This design comes from an exercise in tuning for a short achievable clock period on the open sky130 flow, not from production work.
Only simulation tests tie the RTL to the original design; equivalence was not proved.
Power figures rest on the tool's default switching activity, not on a simulated workload.

File: flow/config.mk
export PLATFORM = sky130hd
export DESIGN_NAME = fcp
export DESIGN_NICKNAME = fcp
export VERILOG_FILES = /design/flow/design.v
export SDC_FILE = /design/flow/constraint.sdc
export NUM_CORES = 4
export LEC_CHECK = 0
export ABC_CLOCK_PERIOD_IN_PS = 1500
export CAP_MARGIN = 20
export CORE_MARGIN = 2
export CORE_UTILIZATION = 40
export PLACE_DENSITY = 0.6
export SETUP_SLACK_MARGIN = 2.8
export SLEW_MARGIN = 20
File: flow/constraint.sdc
create_clock -name core_clock -period 4.5 [get_ports {clk}]
set_input_delay 0.9000 -clock core_clock [delete_from_list [all_inputs] [get_ports {clk}]]
set_output_delay 0.9000 -clock core_clock [all_outputs]
set_load 0.01 [all_outputs]
File: flow/design.v
module fcp #(
    parameter PMAX = 64                  
) (
    input  wire        clk,
    input  wire        rst,              
    input  wire        req_valid,
    input  wire [35:0] req,
    output reg         rsp_valid,
    output reg  [49:0] rsp
);
    localparam [7:0] PROTO_VER = 8'h03;
    localparam [7:0] CS_INIT   = 8'hFF;
    localparam       NOH       = PMAX + 6;    
    wire [3:0]  opsel = req[35:32];
    wire [31:0] arg   = req[31:0];
    wire [7:0]  b     = arg[7:0];
    wire [15:0] s_len = arg[31:16];
    reg         st_idle, st_fill, st_emit;    
    reg  [7:0]  acc_a;       
    reg  [7:0]  acc_p;       
    reg         acc_sv;      
    reg  [7:0]  t_sum;       
    reg  [7:0]  t_type;
    reg  [7:0]  t_id;
    reg  [6:0]  t_len;       
    reg  [PMAX:0]   pc;      
    reg  [6:0]  prem;        
    reg         plast;       
    reg         wen;         
    reg  [7:0]  wd;
    reg  [NOH-1:0]  oh;      
    reg  [6:0]  eidx;
    reg  [7:0]  eb;          
    reg         elast;       
    reg  [5:0]  hc;          
    reg         hvalid;
    reg  [47:0] hdr;         
    reg  [7:0]  pbuf [0:PMAX-1];
    wire o_csinit  = (opsel == 4'h1);
    wire o_csadd   = (opsel == 4'h2);
    wire o_csfin   = (opsel == 4'h3);
    wire o_encst   = (opsel == 4'h4);
    wire o_encpay  = (opsel == 4'h5);
    wire o_encemit = (opsel == 4'h6);
    wire o_abort   = (opsel == 4'h7);
    wire o_push    = (opsel == 4'h8);
    wire o_get     = (opsel == 4'h9);
    wire o_hdclr   = (opsel == 4'hA);
    wire o_pack    = (opsel == 4'hB);
    wire o_unpack  = (opsel == 4'hC);
    wire o_ill     = (opsel[3:2] == 2'b11) && (opsel[1:0] != 2'b00);
    wire len_big   = (|s_len[15:7]) || (s_len[6] && (|s_len[5:0]));
    wire v         = req_valid && !rst;
    wire a_csinit  = v && o_csinit && st_idle;
    wire a_csadd   = v && o_csadd  && st_idle;
    wire a_encst   = v && o_encst  && st_idle && !len_big;
    wire a_encpay  = v && o_encpay && st_fill;
    wire a_emit    = v && o_encemit && st_emit;
    wire a_abort   = v && o_abort;
    wire a_push    = v && o_push;
    wire a_hdclr   = v && o_hdclr;
    wire [7:0]  acc_x   = acc_sv ? t_sum : acc_a;
    wire [7:0]  acc_y   = acc_sv ? t_id  : acc_p;
    wire [7:0]  acc_cur = acc_x + acc_y + {7'd0, acc_sv};
    reg  [7:0]  pay_nx;
    integer j;
    always @(*) begin
        pay_nx = 8'd0;
        for (j = 0; j < PMAX; j = j + 1)
            pay_nx = pay_nx | (pbuf[j] & {8{oh[j+5]}});
    end
    wire [7:0]  nb = ({8{oh[0]}} & PROTO_VER)
                   | ({8{oh[1]}} & t_type)
                   | ({8{oh[2]}} & t_id)
                   | ({8{oh[3]}} & {1'b0, t_len})
                   | pay_nx;
    wire [47:0] hdr_g = hdr & {48{hvalid}};
    wire g_cs   = o_csfin && st_idle;
    wire g_em   = o_encemit && st_emit;
    wire g_acc  = g_cs || (g_em && oh[0]);
    wire g_eb   = g_em && !oh[0];
    wire [1:0]  status;
    assign status[0] = ((o_csinit || o_csadd || o_csfin || o_encst) && !st_idle)
                     || (o_encpay && !st_fill)
                     || (o_encemit && !st_emit)
                     || (o_get && !hvalid)
                     || o_ill;
    assign status[1] = (o_encst && st_idle && len_big) || o_ill;
    wire [31:0] pack_w   = {arg[27:6], arg[5:0], 4'b0000};
    wire [31:0] unpack_w = {arg[2:0], arg[3], arg[31:10], arg[9:4]};
    wire [47:0] data = ({48{g_acc}}    & {40'd0, ~acc_cur})
                     | ({48{g_eb}}     & {40'd0, eb})
                     | ({48{g_em}}     & {39'd0, elast, 8'd0})
                     | ({48{o_push}}   & {47'd0, hc[5]})
                     | ({48{o_get}}    & hdr_g)
                     | ({48{o_pack}}   & {16'd0, pack_w})
                     | ({48{o_unpack}} & {16'd0, unpack_w});
    always @(posedge clk) begin
        rsp_valid <= v;
        rsp       <= {status, data};
    end
    always @(posedge clk) begin
        if (rst) begin
            st_idle <= 1'b1;
            st_fill <= 1'b0;
            st_emit <= 1'b0;
        end else if (a_abort) begin
            st_idle <= 1'b1;
            st_fill <= 1'b0;
            st_emit <= 1'b0;
        end else if (a_encst) begin
            st_idle <= 1'b0;
            st_fill <= (s_len != 16'd0);
            st_emit <= (s_len == 16'd0);
        end else if (a_encpay && plast) begin
            st_fill <= 1'b0;
            st_emit <= 1'b1;
        end else if (a_emit && elast) begin
            st_emit <= 1'b0;
            st_idle <= 1'b1;
        end
    end
    always @(posedge clk) begin
        if (rst || a_csinit)
            acc_a <= CS_INIT;
        else
            acc_a <= acc_cur;
        acc_p  <= (a_csadd || a_encpay) ? b : 8'd0;
        acc_sv <= a_encst;
    end
    always @(posedge clk) begin
        if (st_idle) begin
            t_sum  <= arg[7:0] + s_len[7:0] + 8'd1;
            t_type <= arg[7:0];
            t_id   <= arg[15:8];
            t_len  <= s_len[6:0];
        end
    end
    always @(posedge clk) begin
        if (st_idle) begin
            pc    <= {{PMAX{1'b0}}, 1'b1};
            prem  <= s_len[6:0];
            plast <= (s_len[6:0] == 7'd1);
        end else if (a_encpay) begin
            pc    <= {pc[PMAX-1:0], 1'b0};
            prem  <= prem - 7'd1;
            plast <= (prem == 7'd2);
        end
        wen <= a_encpay;
        wd  <= b;
    end
    integer i;
    always @(posedge clk) begin
        for (i = 0; i < PMAX; i = i + 1)
            if (wen && pc[i+1])
                pbuf[i] <= wd;
    end
    always @(posedge clk) begin
        if (!st_emit) begin
            oh    <= {{(NOH-1){1'b0}}, 1'b1};
            eidx  <= 7'd0;
            elast <= 1'b0;
        end else if (a_emit) begin
            oh    <= {oh[NOH-2:0], 1'b0};
            eidx  <= eidx + 7'd1;
            elast <= (eidx == t_len + 7'd4);
            eb    <= nb;
        end
    end
    always @(posedge clk) begin
        if (rst || a_hdclr) begin
            hc     <= 6'b000001;
            hvalid <= 1'b0;
        end else if (a_push) begin
            hc <= {hc[4:0], hc[5]};
            if (hc[0]) hvalid <= 1'b0;
            if (hc[5]) hvalid <= 1'b1;
        end
    end
    genvar g;
    generate
        for (g = 0; g < 6; g = g + 1) begin : g_hdr
            always @(posedge clk)
                if (a_push && hc[g])
                    hdr[8*g +: 8] <= b;
        end
    endgenerate
endmodule
File: flow/run.sh
#!/bin/bash
# synth_recipe.tcl (not shown) runs the flow's synth.tcl, then flattens the netlist and writes it again
# the make line also repeats each setting of config.mk as NAME=value (left out here)
make -C /OpenROAD-flow-scripts/flow DESIGN_CONFIG=/design/flow/config.mk WORK_HOME=/design/flow/orfs CLKGATE_MAP_FILE= SYNTH_SCRIPT=/design/flow/synth_recipe.tcl finish
==> results of run 1 <==
[Yosys cell counts, types with 2 or more instances]
library cell  count
mux2i_1           5
a21boi_0          2
and2b_1           3
a22o_1           90
dfxtp_1         229
nor2b_1           9
and2_1           93
nor4_1            6
nand4_1          39
a32oi_1           2
nor3_1           11
nand2b_1          8
o21ai_0          20
nand2_1         304
buf_1             6
or4_1             2
o31ai_1           2
fa_1              3
o211ai_1          5
o21a_1            2
a21o_1            2
o21bai_1          2
and4_1            2
edfxtp_1        607
buf_2            19
and3_1            4
xnor2_1          18
a21oi_1          81
nor2_1           29
a221oi_1         90
ha_1             17
nand3_1          96
mux2_2           12
a222oi_1         31
clkbuf_1        116
inv_1            47
xor2_1           12
a22oi_1          90
[per-layer routing]
metal	track usage	up-vias	routed length (um)
met4	0.137	4	6610
met1	0.371	10700	41000
met5	0	-	26
met3	0.0694	335	15300
met2	0.418	1634	49900
li1	-	8544	-
[power by group through the flow]
stage	logic (W)	clock network, W	registers (W)
floorplan	0.000107	0	0.00852
global placement	0.000303	0	0.00850
detailed placement	0.000318	0	0.00849
CTS	0.000357	0.00702	0.00832
global route	0.000416	0.00733	0.00831
finish	0.000397	0.00701	0.00831
[cells by family after synthesis]
family          share of synthesized area
flops                               0.749
simple gates                       0.0944
compound gates                      0.108
buf+inv                            0.0241
xor+xnor                          0.00863
fa+ha+maj                         0.00896
mux                               0.00608
[placed cells by master, fill, tap and decap left out, drive strengths merged, types with 30 or more instances in the layout]
cell	Yosys	layout
a21oi	82	82
a221oi	90	90
a222oi	31	31
a22o	90	90
a22oi	90	90
and2	93	93
buf	25	218
clkbuf	116	126
clkinv	1	30
dfxtp	229	229
edfxtp	607	607
inv	47	51
nand2	304	304
nand3	96	96
nand4	39	39
[stage by stage]
| step | hold WS (ns) | utilization | instances | area [sq um] |
|---|---|---|---|---|
| after floorplan | 0.416 | - | 2132 | 30900 |
| after global placement | 0.428 | 0.430 | 3097 | 32500 |
| after detailed placement | 0.436 | 0.430 | 3098 | 32600 |
| after CTS | 0.449 | 0.494 | 3338 | 37400 |
| after global routing | 0.463 | 0.512 | 3383 | 38800 |
| final | 0.444 | 0.512 | 3383 | 38800 |
[worst max-delay path by stage]
stage / start / endpoint / slack, ns / depth (start not counted)
floorplan: req[19] / st_fill / 2.01 / 7
global placement: req[35] / acc_p[7] / 1.09 / 6
detailed placement: req[35] / acc_p[6] / 1.06 / 6
CTS: t_id[0] / rsp[6] / 2.04 / 10
global route: t_id[0] / acc_a[6] / 1.94 / 10
finish: oh[29] / eb[1] / 1.97 / 7
[sequential cells by signal, indices dropped and copies added, names as in the netlist, 6 cells and up]
register / flops
acc_a: 8
acc_p: 8
eb: 8
eidx: 7
hc: 6
hdr: 48
oh: 69
pbuf: 512
pc: 65
prem: 7
rsp: 50
t_id: 8
t_len: 7
t_sum: 8
t_type: 8
wd: 8
[what timing repair did]
item,4_1_cts,5_1_grt
setup endpoints to repair,867,408
setup buffers,65,35
gates resized for setup,634,251
gates cloned,21,10
pin swaps,69,118
[layout make-up]
cell class | instances | area [sq um] | share of cell area
Clock buffer | 117 | 2330 | 0.0600
Clock inverter | 37 | 397 | 0.0102
Inverter | 48 | 263 | 0.00678
Multi-Input combinational cell | 1109 | 8400 | 0.217
Sequential cell | 836 | 23000 | 0.593
Tap cell | 978 | 1220 | 0.0316
Timing Repair Buffer | 254 | 3120 | 0.0806
Timing Repair inverter | 4 | 36.3 | 0.000936
[critical path, stage by stage (launching register included)]
cell and delay, ns:
dfxtp_1 0.29, buf_4 0.20, a22o_1 0.27, a221oi_2 0.23, nand3_2 0.23, nor4_4 0.20, nand4_1 0.32, or4_4 0.53
==> results.txt, run 1 <==
* Status: timing/DRC/antenna clean
* RR Startpoint: oh[29]
* Setup crit end kind: flop
* Post-synth top area share at 0.599
* Fmax at 0.395 GHz
* Clock Path Buffers at 3
* Initial core utilization at 0.402
* Vias in the first global route at 19500
* CP Class: flop to flop
* Syn Nets at 2191
* H-tree depth at 3
* DR vias/cell at about 6.3
* Clk latency of the worst-skew pair at approximately 0.64 ns
* Max-cap violations at 0
* Num ports at 90
* First-iteration detailed-routing DRC count at about 3200
* Post-layout min period at about 2.5 ns
* Area contributors post-synth: edfxtp_1 (60%), dfxtp_1 (15%), nand2_1 (3.7%)
* Actual slew at the worst max-slew pin at 1.10 ns
* Synthesized cell area at 30400 sq um
* Total CTS buffers at 83
* Post-Syn Instances at 2132
* Hold Path End: pc[13]
* P_int at 0.0125 W
* Slew headroom at 0.269
* Post-synth EDFFs at 607
* TritonCTS Sinks at 836
* Final wirelength at 113000 um
* NetSw at 0.00324 W
* Required @ worst endpoint at 4.87 ns
* Share of flip-flops with an asynchronous set or reset at 0
* #FFs+latches synth at between 800 and 900
* Die area at 78300 sq um
* Reg2reg end: eb[1]
* Net Sw Frac at 0.206
* VDD IR max at around 0.37 mV
* CTS tree: done
* Pwr dens at just over 400 nW/um^2
* Initial antenna violation count at 4
* Unrepaired setup endpoints after global routing: yes
* Die H at 280 um
* Nets@finish at ~2400
* Setup-failing EPs final at 0
* Tot Pwr at 0.0157 W
* LEAKAGE at 13.7 nW
* Total GRT Usage at 0.276
* Final hold vios at 0
* HPWL Detailed at between 60000 and 70000 um
* CTS Hold Bufs at 0
* CP arrival at 2.90 ns
* Core area at between 70000 and 80000 sq um
* Max-slew violations at 0
* Sequential fraction of the synthesis area at 0.749
* CP startpoint kind: flop
* PnR worst setup slack at 1.97 ns
* GRT overflow at 0
* DR vias at approximately 21000
* Post-Route Skew at 0.0270 ns
* Avg WL per Cell at ~33 um
* DR DRC count at 0
* FILL cells at 6076
* Drt pass-1 iters at 10
* CTS root buffer: clkbuf_16
* IO Port Bufs at slightly below 90
* Syn Area/Cell at 14.3 sq um
* Worst hold stages at 2
* Worst hold path type: flop to flop
* Post-Place Setup Slack at between 1 and 1.5 ns
* R2R Setup Slk at 1.97 ns
* Reg power frac at 0.529
* Die Wd at about 280 um
* Post-Route Setup TNS at 0 ns
* Routability cong. at 0.903
* Crit Path Max Fanout at 10
* Number of nets still failing antenna checks after routing at 0
* First-pass GRT wire length at around 150000 um
* Tcrit/Tclk final at 0.562
* Row Count at ~100
* Diodes inserted at 0
* Combinational Power Share at 0.025
* HP Start: pc[12]
* Syn-to-layout area delta at 27.4%
* Synth Flop Type: edfxtp_1
* Synth warnings at 2
* Area leader, netlist: edfxtp_1
* Reg clk slew, reported paths at 0.06 ns
* R2R depth at 7
* Synth unique cells at 54
* Clk pwr share at 0.446
* Largest net degree at the start of global routing at 78
* Share of cells above drive strength 1 at 0.326
==> run 2: changes to the inputs <==
==> flow/config.mk (replaced) <==
export PLATFORM = sky130hd
export DESIGN_NAME = fcp
export DESIGN_NICKNAME = fcp
export VERILOG_FILES = /design/flow/design.v
export SDC_FILE = /design/flow/constraint.sdc
export NUM_CORES = 4
export LEC_CHECK = 0
export CAP_MARGIN = 20
export CORE_MARGIN = 2
export CORE_UTILIZATION = 40
export PLACE_DENSITY = 0.6
export SLEW_MARGIN = 20
==> run 2 against run 1 <==
Compared with the run above: largest cell class unchanged; non-clock buffer count down 127; clock skew up 0.017 ns; area after synthesis unchanged; utilization down 4.7 points; still clean; count of clock-buffer cells in the layout down 2; largest power group unchanged.
==> results.txt, run 2 <==
* Num ports at 90
* Hold Path End: rsp[41]
* Routability cong. at between 0.9 and 1
* Final cell count without fillers at 3255
* Post-synth top area share at 0.599
* CP arrival at approximately 3.3 ns
* Post-CTS sizing at 0
* Sequential fraction of the synthesis area at 0.749
* Largest net degree at the start of global routing at 79
* Unrepaired setup endpoints after global routing: no
* HPWL Detailed at 64300 um
* Top Usage Layer GRT: met2
* LEAKAGE at between 10 and 15 nW
* Die Wd at 280 um
* R2R Setup Slk at between 1 and 1.5 ns
* GRT overflow at 0
* Reg area at about 23000 sq um
* R2R depth at 6
* CP Class: flop to flop
* Crit Path Max Fanout at 6
* DR vias at 19900
* Share of cells above drive strength 1 at 0.0887
* Actual slew at the worst max-slew pin at 1.19 ns
* Status: timing/DRC/antenna clean
* Worst hold stages at 1
* NetSw at between 0.003 and 0.004 W
* Final wirelength at 101000 um
* Reg2reg end: eb[4]
* Reg clk slew, reported paths at 0.06 ns
* Setup-failing EPs final at 0
* Clk latency of the worst-skew pair at 0.67 ns
* Clock Path Buffers at 3
* Fmax at 0.333 GHz
* Vias in the first global route at 18800
* Syn-to-layout area delta at 15.6%
* Post-Route Skew at between 0.04 and 0.05 ns
* Biggest regs: pbuf (512), oh (69), pc (65)
* First-pass GRT wire length at roughly 140000 um
* RR Startpoint: oh[12]
* Top reg by flops: pbuf
* Syn Area/Cell at around 14 sq um
* Post-placement cell count at 3096
* Post-synth EDFFs at 607
* Number of nets still failing antenna checks after routing at 0
* CP startpoint kind: flop
* Die H at 280 um
* Pwr dens at 451 nW/um^2
* FILL cells at 6479
* Tcrit/Tclk final at 0.667
* Net Sw Frac at 0.204
* Initial core utilization at 0.402
* CTS Hold Bufs at 0
* Synthesized cell area at 30400 sq um
* Reg power frac at 0.525
* Combinational Power Share at 0.019
* Max-slew violations at 0
* Post-layout min period at 3.00 ns
* Top-count cell post-synth: edfxtp_1
* Commonest non-fill, non-tap cell in the layout: edfxtp_1
* Synth Flop Type: edfxtp_1
* Post-Route Setup TNS at 0 ns
* Avg WL per Cell at slightly above 30 um
* DR vias/cell at 6.13
* Final hold vios at 0
* Post-Syn Instances at 2132
* Area contributors post-synth: edfxtp_1 (60%), dfxtp_1 (15%), nand2_1 (3.7%)
* H-tree depth at 3
* Most frequent cells in the layout: edfxtp_1 (607), nand2_1 (303), dfxtp_1 (218)
* Synth warnings at 2
* Initial antenna violation count at 1
* Max-cap violations at 0
* Required @ worst endpoint at 4.80 ns
* First-iteration detailed-routing DRC count at 3327
* Met2 Use GR at 0.388
* Drt pass-1 iters at 9
* DR DRC count at 0
* Total CTS buffers at 85
* IO Port Bufs at 89
* TritonCTS Sinks at 836
* Row Count at 101
* Met3 Track Usage GR at 0.0564
* #FFs+latches synth at 836
* Slew headroom at 0.206
* CTS root buffer: clkbuf_16
* Post-CTS setup repair buffer count at 0
* Worst hold path type: flop to flop
* VDD IR max at 0.468 mV
* Share of flip-flops with an asynchronous set or reset at 0
* Setup crit end kind: flop
* Max reg flops at 512
* Syn Nets at 2191
* Synth top cells by count: edfxtp_1 (607), nand2_1 (304), dfxtp_1 (229)
* Clk pwr share at 0.456
* P_int at 0.0126 W
* Diodes inserted at 0
* Area leader, netlist: edfxtp_1
* Synth unique cells at 54
* Total GRT Usage at 0.256
* Area of the multi-input gates at roughly 6900 sq um
* CTS tree: done
* Nets@finish at between 2000 and 2500
* Core area at 75700 sq um
* HP Start: hdr[41]
* Die area at between 70000 and 80000 sq um
* Met1 Usage GRT at 0.356
==> run 2: routing by layer <==
metal	part of all wire	up-vias	wire (um)
met4	0.041	2	4100
met3	0.12	214	12300
met5	0.00018	-	18
li1	-	8244	-
met1	0.39	10100	39300
met2	0.45	1379	45300
==> run 2: cell families (layout without fill, tap and decap cells) <==
group | count (synthesis) | after routing | share of synthesized area
simple gates | 610 | 610 | 0.0944
compound gates | 430 | 430 | 0.108
flops | 836 | 836 | 0.749
fa+ha+maj | 20 | 20 | 0.00896
buf+inv | 189 | 334 | 0.0241
xor+xnor | 30 | 30 | 0.00863
mux | 17 | 17 | 0.00608
==> run 2: per-stage QoR <==
step	power (W)	cell area, sq um	worst slack [ns]	utilization	hold slack, ns
6_report	0.0159	35200	1.50	0.465	0.436
5_1_grt	0.0162	35200	1.48	0.465	0.455
4_1_cts	0.0159	35200	1.61	0.465	0.439
3_5_place_dp	0.00879	32300	1.10	0.427	0.426
3_3_place_gp	0.00879	32300	1.10	0.427	0.430
2_1_floorplan	0.00860	30400	1.56	-	0.416
==> run 2: area by class of cell <==
type / count / share of cell area
Inverter: 48 / 0.00515
Clock buffer: 115 / 0.0671
Sequential cell: 836 / 0.649
Tap cell: 978 / 0.0348
Clock inverter: 44 / 0.0151
Multi-Input combinational cell: 1107 / 0.196
Timing Repair Buffer: 127 / 0.0334
==> run 2: power groups by stage <==
stage | Clock, W | Combinational, W | Sequential [W]
2_1_floorplan | 0 | 0.0000899 | 0.00851
3_3_place_gp | 0 | 0.000291 | 0.00850
3_5_place_dp | 0 | 0.000296 | 0.00850
4_1_cts | 0.00729 | 0.000298 | 0.00833
5_1_grt | 0.00760 | 0.000319 | 0.00833
6_report | 0.00724 | 0.000301 | 0.00833
==> run 2: worst max-delay path: stages, from the launching register on <==
cell and delay, ns:
dfxtp_1 0.40, buf_4 0.24, a22o_1 0.22, a221oi_1 0.92, nand4_1 0.22, nor3_1 0.37
nand4_1 0.27
==> run 2: worst max path at each step <==
stage                     startpoint  endpoint  cells after the start
after floorplan               acc_sv    rsp[6]                     12
after global placement     req_valid    pc[35]                      7
after detailed placement     req[17]   st_fill                      8
after CTS                     acc_sv    rsp[6]                     11
after global routing          acc_sv    rsp[6]                     11
final                         oh[12]     eb[4]                      6
==> run 3: changes to the inputs <==
==> flow/config.mk (replaced) <==
export PLATFORM = sky130hd
export DESIGN_NAME = fcp
export DESIGN_NICKNAME = fcp
export VERILOG_FILES = /design/flow/design.v
export SDC_FILE = /design/flow/constraint.sdc
export NUM_CORES = 4
export LEC_CHECK = 0
export ABC_CLOCK_PERIOD_IN_PS = 1500
export CAP_MARGIN = 20
export CORE_MARGIN = 2
export CORE_UTILIZATION = 55
export CTS_CLUSTER_DIAMETER = 60
export CTS_CLUSTER_SIZE = 30
export PLACE_DENSITY = 0.7
export SETUP_SLACK_MARGIN = 2.8
export SLEW_MARGIN = 20
==> run 3 against run 2 <==
Compared with the run above: setup slack improved by 0.35 ns; combinational power increased by about 30%; register-to-register slack improved by 0.35 ns; via count is 2.4% higher; first-iteration DRC count rose by 14%; sequential share of layout area shrank 0.82 points; synthesized cell count unchanged; critical path type unchanged.
==> results.txt, run 3 <==
* Row Count at 86
* H-tree depth at 2
* Clock Path Buffers at 3
* LEAKAGE at 12.5 nW
* CTS root buffer: clkbuf_16
* HPWL Detailed at 62200 um
* Final Instance Area at 35900 sq um
* Worst hold path type: input port to flop
* Routability cong. at 0.934
* Biggest regs: pbuf (512), oh (69), pc (65)
* RR Startpoint: oh[29]
* TritonCTS Sinks at about 840
* Crit Path Max Fanout at 10
* Post-layout min period at 2.65 ns
* Share of flip-flops with an asynchronous set or reset at 0
* Post-Route Setup TNS at 0 ns
* Diodes inserted at 0
* DR vias/cell at a little under 7
* Slew headroom at 0.413
* Vias in the first global route at 18900
* GRT overflow at 0
* Required @ worst endpoint at 4.88 ns
* Die area at 57200 sq um
* Fmax at 0.378 GHz
* Reg power frac at 0.601
* Status: timing/DRC/antenna clean
* Sequential fraction of the synthesis area at 0.749
* Slowest Stage Delay on Critical Path at 0.55 ns
* Final hold vios at 0
* NetSw at just over 0.003 W
* Number of nets still failing antenna checks after routing at 0
* Top reg by flops: pbuf
* Share of cells above drive strength 1 at 0.255
* Syn-to-layout area delta at 18.0%
* Top-count cell post-synth: edfxtp_1
* Synth Flop Type: edfxtp_1
* VDD IR max at about 0.28 mV
* Clk pwr share at 0.371
* Hold Path End: wd[1]
* IO Port Bufs at 89
* Synth warnings at 2
* Clk latency of the worst-skew pair at 0.64 ns
* Post-Syn Instances at 2132
* R2R Setup Slk at 1.85 ns
* CTS tree: done
* Total CTS buffers at 45
* #FFs+latches synth at around 840
* Worst hold stages at 1
* FILL cells at 3785
* Commonest non-fill, non-tap cell in the layout: edfxtp_1
* Setup crit end kind: flop
* Initial core utilization at 0.555
* Drt pass-1 iters at 10
* Most frequent cells in the layout: edfxtp_1 (607), nand2_1 (297), dfxtp_1 (124)
* Num ports at 90
* HP Start: req[1]
* Die H at 239 um
* Total GRT Usage at 0.355
* Reg2reg end: eb[1]
* P_int at 0.0107 W
* Initial antenna violation count at 0
* CTS Hold Bufs at 0
* Tot Pwr at 0.0138 W
* Largest net degree at the start of global routing at 81
* Post-synth EDFFs at just over 600
* Syn Area/Cell at 14.3 sq um
* Syn Nets at 2191
* Max reg flops at 512
* Reg clk slew, reported paths at 0.10 ns
* Synth unique cells at 54
* Die Wd at 239 um
* Tcrit/Tclk final at 0.588
* Area contributors post-synth: edfxtp_1 (60%), dfxtp_1 (15%), nand2_1 (3.7%)
* Combinational Power Share at 0.028
* Actual slew at the worst max-slew pin at about 0.9 ns
* Unrepaired setup endpoints after global routing: yes
* Final wirelength at 102000 um
* Post-synth top area share at 0.599
* CP Class: flop to flop
* Avg WL per Cell at 34.3 um
* Synthesized cell area at 30400 sq um
* First-pass GRT wire length at 141000 um
* Max-slew violations at 0
* First-iteration detailed-routing DRC count at 3806
* Crit-path cells: a22o_1, a221oi_4, nand3_2, nor4_4, nand4_1, or4_4
* DR DRC count at 0
* Max-cap violations at 0
* Setup-failing EPs final at 0
* Synth top cells by count: edfxtp_1 (607), nand2_1 (304), dfxtp_1 (229)
* CP startpoint kind: flop
* Pwr dens at 384 nW/um^2
* R2R depth at 6
* Net Sw Frac at 0.223
* CP arrival at 3.03 ns
* Area leader, netlist: edfxtp_1
* Crit-path slowest cell: or4_4
* DR vias at 20400
* Core area at about 55000 sq um
* Post-Route Skew at 0.0364 ns
* Nets@finish at roughly 2300
* Placed cell area at 32200 sq um
-- run 3: area by class of cell --
type                            instances  area, sq um  share of cell area
Timing Repair inverter                  2         20.0            0.000557
Clock inverter                         34          520              0.0145
Tap cell                              704          881              0.0245
Timing Repair Buffer                  202         2110              0.0587
Inverter                               48          251             0.00700
Multi-Input combinational cell       1107         7940               0.221
Clock buffer                           50         1200              0.0333
Sequential cell                       836        23000               0.640
-- run 3: logic make-up (layout without fill, tap and decap cells) --
logic type	Yosys count	in the layout	synth area share
fa+ha+maj	20	20	0.00896
compound gates	430	430	0.108
buf+inv	189	336	0.0241
simple gates	610	610	0.0944
xor+xnor	30	30	0.00863
mux	17	17	0.00608
flops	836	836	0.749
-- run 3: what timing repair did --
item                       in CTS  in global routing
pin swaps                      60                 40
setup endpoints to repair     865                236
buffers inserted               52                 19
gates resized for setup       610                 93
gates cloned                    7                  1
-- run 3: through the flow --
step / setup WS [ns] / hold slack (ns) / cells / utilization
after floorplan: 2.01 / 0.416 / 2132 / -
after global placement: 1.15 / 0.429 / 2820 / 0.586
after detailed placement: 1.06 / 0.432 / 2820 / 0.586
after CTS: 1.99 / 0.380 / 2963 / 0.645
after global routing: 1.92 / 0.377 / 2983 / 0.655
final: 1.85 / 0.388 / 2983 / 0.655
-- run 3: worst max-delay path by stage --
stage | from | end | slack [ns] | depth (start not counted)
after global placement | req[16] | st_fill | 1.15 | 8
after CTS | oh[45] | eb[1] | 1.99 | 6
after global routing | t_id[0] | rsp[6] | 1.92 | 10
after detailed placement | req[16] | st_fill | 1.06 | 8
final | oh[29] | eb[1] | 1.85 | 6
after floorplan | req[19] | st_fill | 2.01 | 7
-- run 3: routing by layer --
metal / GRT usage / share of wire / vias to the layer above
li1: - / - / 8306
met1: 0.485 / 0.35 / 10100
met2: 0.516 / 0.44 / 1741
met3: 0.117 / 0.16 / 274
met4: 0.169 / 0.056 / 0
met5: 0 / 0 / -
-- run 3: power by group through the flow --
stage,combinational (W),sequential [W],clock (W)
after floorplan,0.000107,0.00852,0
after global placement,0.000312,0.00849,0
after detailed placement,0.000321,0.00849,0
after CTS,0.000365,0.00830,0.00509
after global routing,0.000408,0.00830,0.00537
final,0.000391,0.00830,0.00512
-- run 3: critical path: cells and delay by family, from the launching register on --
family             cells  cell delay, ns
AOI/OAI and AO/OA      2            0.59
DFF                    1            0.44
and+or+nand+nor        4            1.36

[static timing again, ports no longer ideal]
The flow's constraints put no driver on any port. The routed layouts listed below were extracted and timed again, unchanged, in two steps.
Step 1, drivers: a clkbuf_16 drives clk and a buf_2 each remaining input, both assumed.
Step 2 times the ports against the registers' clock, not the clock port: input delays grow and output delays shrink by t, the midpoint of the rising clock arrivals with the driver on.
Three values: ideal, step 1, step 2; two values: the first two.
| run | t (ns) | slack for setup (ns) | latest minus earliest clock arrival (ns) | worst slew at a driven data input, ns |
|---|---|---|---|---|
| run 1 | 0.695 | 1.971 / 1.971 / 1.540 | 0.027 / 0.028 | 0.08 |
| run 2 | 0.712 | 1.498 / 1.498 / 1.014 | 0.045 / 0.045 | 0.05 |
| run 3 | 0.686 | 1.852 / 1.852 / 1.553 | 0.040 / 0.040 | 0.07 |
After both steps setup and hold are still met in every run listed. For run 2, which loses most, drivers alone change the setup slack by 0.000 ns; drivers and shift together by -0.484 ns.
